Source: an optimization exercise on an open RTL-to-GDS flow (aim: small area). Production flows keep margins and buffers that such runs may drop. Function was checked by simulation only, so behaviour that the tests miss may differ from the original.

==> 02-06 <==
## kpcf_dl
module kpcf_dl (
    input  wire        clk,
    input  wire        rst,           
    input  wire        cmd_valid,
    output reg         cmd_ready,
    input  wire [1:0]  cmd_op,        
    input  wire        cmd_ch,        
    input  wire [31:0] cmd_data,
    output reg         resp_valid,
    output reg  [1:0]  resp_code,     
    output wire [31:0] resp_data
);
export LEC_CHECK = 0
export ABC_AREA = 1
export CAP_MARGIN = 20
export CORE_MARGIN = 2
export CORE_UTILIZATION = 55
export CTS_BUF_LIST = sky130_fd_sc_hd__clkbuf_16
export CTS_CLUSTER_DIAMETER = 90
export CTS_CLUSTER_SIZE = 26
export PLACE_DENSITY = 0.65
export SLEW_MARGIN = 20
create_clock -name core_clock -period 400.0 [get_ports {clk}]
standard.sh (not shown) runs the stock make flow with config.mk's settings and CLKGATE_MAP_FILE= SYNTH_SCRIPT=/design/flow/synth_recipe.tcl, a recipe that flattens the netlist after the stock synthesis.
==> flow/flow/run.sh <==
#!/bin/bash
set -euo pipefail
work=$(pwd)
rm -rf "$work/orfs_scripts"
cp -r "$FLOW_HOME/scripts" "$work/orfs_scripts"
cp "$work/flow/abc_area.script" "$work/orfs_scripts/abc_area.script"
bash "$work/standard.sh" finish SCRIPTS_DIR="$work/orfs_scripts" > "$work/flow_make.log" 2>&1
==> flow/flow/abc_area.script <==
strash; &get -n; &dch -f; &nf -a -R 1000; &put
==> inputs of 04-12, as changes to 02-06 <==
==> flow/flow/abc_area.script (replaced) <==
strash; &get -n; &dch -f; &nf -a -R 1000; &put; &get -n; &dch -f; &nf -a -R 1000; &put
==> inputs of 11-15, as changes to 02-06 <==
--- a/flow/design.v
+++ b/flow/design.v
@@ -112,16 +112,16 @@
             b_nan = (b[30:23] == 8'hFF) && (b[22:0] != 0);
             a_inf = (a[30:23] == 8'hFF) && (a[22:0] == 0);
             b_inf = (b[30:23] == 8'hFF) && (b[22:0] == 0);
             ea = mulm ? pe : {2'b00, a[30:24], a[23] | (a[30:23] == 8'd0)};
             eb = {2'b00, b[30:24], b[23] | (b[30:23] == 8'd0)};
             ma = mulm ? pm : {1'b0, a[30:23] != 8'd0, a[22:0], 3'b000};
             mb = {1'b0, b[30:23] != 8'd0, b[22:0], 3'b000};
-            cmp  = radd({7'd0, a[30:0]}, ~{7'd0, b[30:0]}, 1'b1);
-            swap = mulm ? (pe[9] || pe == 10'd0) : ~cmp[38];
+            cmp  = radd({~ea[9], ea[8:0], ma}, ~{~eb[9], eb[8:0], mb}, 1'b1);
+            swap = ~cmp[38];
             sx = swap ? sb : sa;
             sy = swap ? sa : sb;
             ex = swap ? eb : ea;
             ey = swap ? ea : eb;
             mx = swap ? mb : ma;
             my = swap ? ma : mb;
             sub = sx ^ sy;
@@ -240,15 +240,15 @@
                 OP_WRITE: cmd_ready = !ready || wdist[2:0] == 3'd0;
                 default:  cmd_ready = 1'b1;
             endcase
         end
     end
     reg  [31:0] ca, cb, cs, tap, trunc, hin0, hin1, hin2, hin3, wdat;
     reg  [41:0] fo;
-    reg  [9:0]  cef, eadd;
+    reg  [9:0]  cef;
     reg         cmulm, cncl, xneg, spl, big, lowe, go, wr, clr;
     reg  [4:0]  kx, lmr, lm1;
     reg  [3:0]  x0, x0d;
     reg  [22:0] mask;
     reg  [27:0] t1m, t2m, t3m, t4m;
     reg  [4:0]  mv, mdif;
     reg         mc;
@@ -327,15 +327,14 @@
                 cb = P;
             end
             default: ;
         endcase
         fo  = fpu(ca, cb, cmulm, E, {ACC, MQ[23:21], |MQ[20:0]}, pnan, pinf, pz, cncl);
         cs  = fo[31:0];
         cef = fo[41:32];
-        eadd = radd10(st == S_CAP ? E : 10'h381, cef, 1'b0);
         t1m = radd28({4'd0, ACC}, MQ[0] ? {5'b00001, X[22:0]} : 28'd0);
         t2m = radd28(t1m, MQ[1] ? {4'b0001, X[22:0], 1'b0} : 28'd0);
         t3m = radd28(t2m, MQ[2] ? {3'b001, X[22:0], 2'b00} : 28'd0);
         t4m = radd28(t3m, MQ[3] ? {2'b01, X[22:0], 3'b000} : 28'd0);
         ACC <= (st == S_MUL) ? t4m[27:4] : 24'd0;
         go  = cmd_valid && cmd_ready;
         wr  = st == S_IDLE && go && cmd_op == OP_WRITE && ready;
@@ -429,38 +428,38 @@
                     if (P[31]) begin
                         xr <= x0d;
                         P  <= cs;
                         st <= S_FIX2;
                     end else begin
                         xr <= x0;
                         MQ <= {1'b1, cs[22:0]};
-                        E  <= eadd;
+                        E  <= radd10(cef, 10'h381, 1'b0);
                         mz <= 1'b0;
                         st <= S_CAP;
                     end
                 end
                 S_FIX2: begin
                     if (P == ONE) begin
-                        P  <= cs;                        
+                        P  <= 32'd0;
                         xr <= x1;
                     end
                     st <= S_MQ;
                 end
                 S_MQ: begin
                     MQ <= {1'b1, cs[22:0]};
-                    E  <= eadd;                          
+                    E  <= radd10(cef, 10'h381, 1'b0);    
                     mz <= sec && P[30:0] == 31'd0;
                     if (sec) P <= X;
                     st <= S_CAP;
                 end
                 S_CAP: begin
                     cnt <= 5'd5;
                     if (hit) begin
                         X    <= cs;
-                        E    <= eadd;
+                        E    <= radd10(E, cef, 1'b0);
                         ps   <= tap[31];
                         pnan <= (tap[30:23] == 8'hFF) && (tap[22:0] != 0 || mz);
                         pinf <= (tap[30:23] == 8'hFF) && tap[22:0] == 0 && !mz;
                         pz   <= tap[30:0] == 31'd0 || mz;
                         st   <= S_MUL;
                     end
                 end
==> flow/run.sh (new file) <==
#!/bin/bash
# synth_recipe.tcl (not shown) runs the flow's synth.tcl, then flattens the netlist and writes it again
# the make line also repeats each setting of config.mk as NAME=value (left out here)
make -C /OpenROAD-flow-scripts/flow DESIGN_CONFIG=/design/flow/config.mk WORK_HOME=/design/flow/orfs CLKGATE_MAP_FILE= SYNTH_SCRIPT=/design/flow/synth_recipe.tcl finish
- CTS_BUF_LIST: sky130_fd_sc_hd__clkbuf_16 -> not set
- CTS_CLUSTER_DIAMETER: 90 -> not set
- CTS_CLUSTER_SIZE: 26 -> not set
removed: flow/flow/run.sh
removed: flow/flow/abc_area.script
removed: flow/standard.sh
==> qor summary <==
Flop-to-flop setup slack: 02-06 360.36 ns; 11-15 360.11 ns; 04-12 360.14 ns
Inverters: 02-06 141; 11-15 528; 04-12 154
Reg2Reg Depth: 02-06 176; 11-15 206; 04-12 173
Number of distinct standard cells referenced by the synthesized netlist: 02-06 61; 11-15 67; 04-12 57
Mux cell area share after synthesis: 02-06 0.0246; 11-15 0.000455; 04-12 0.0170
Multi-input combinational cell count: 02-06 2384; 11-15 2736; 04-12 2377
Drt first-iter violations: 02-06 3093; 11-15 3665; 04-12 3154
Result of the run: 02-06 timing/DRC/antenna clean; 11-15 timing/DRC/antenna clean; 04-12 timing/DRC/antenna clean
Final cell utilization of the core: 02-06 0.612; 11-15 0.627; 04-12 0.610
Number of standard cells after synthesis: 02-06 3713; 11-15 4635; 04-12 3719
Average cell area after synthesis: 02-06 11.1 um^2; 11-15 9.49 um^2; 04-12 11.0 um^2
Number of antenna violations at the first check in global routing: 02-06 2; 11-15 0; 04-12 1

-- re-timing with driven ports --
No port has a modelled driver above. Below, the same layouts with a new extraction and two added sets of constraints.
Step 1 assumes that a clkbuf_16 drives the clock port and a buf_2 every other input.
Step 2, shift: input delay + t, output delay - t, t = (earliest + latest rising clock arrival at the registers) / 2. This alone moves slack from input paths to output paths.
a / b / c = ideal ports / drivers / drivers and shift; a / b = the first two.
| run | t, ns | setup WS [ns] | hold WS [ns] | slew at the worst register clock pin (ns) | worst slew at a driven data input, ns |
|---|---|---|---|---|---|
| 02-06 | 0.724 | 237.017 / 236.978 / 236.978 | 0.303 / 0.303 / 0.303 | 0.10 / 0.10 | 0.14 |
| 04-12 | 0.725 | 236.966 / 236.931 / 236.931 | 0.303 / 0.303 / 0.303 | 0.11 / 0.11 | 0.13 |
| 11-15 | 0.750 | 237.296 / 237.276 / 237.276 | 0.295 / 0.295 / 0.295 | 0.07 / 0.07 | 0.04 |
After both steps setup and hold are still met in every run listed. For 02-06, which loses most, drivers alone change the setup slack by -0.039 ns; drivers and shift together by -0.039 ns.
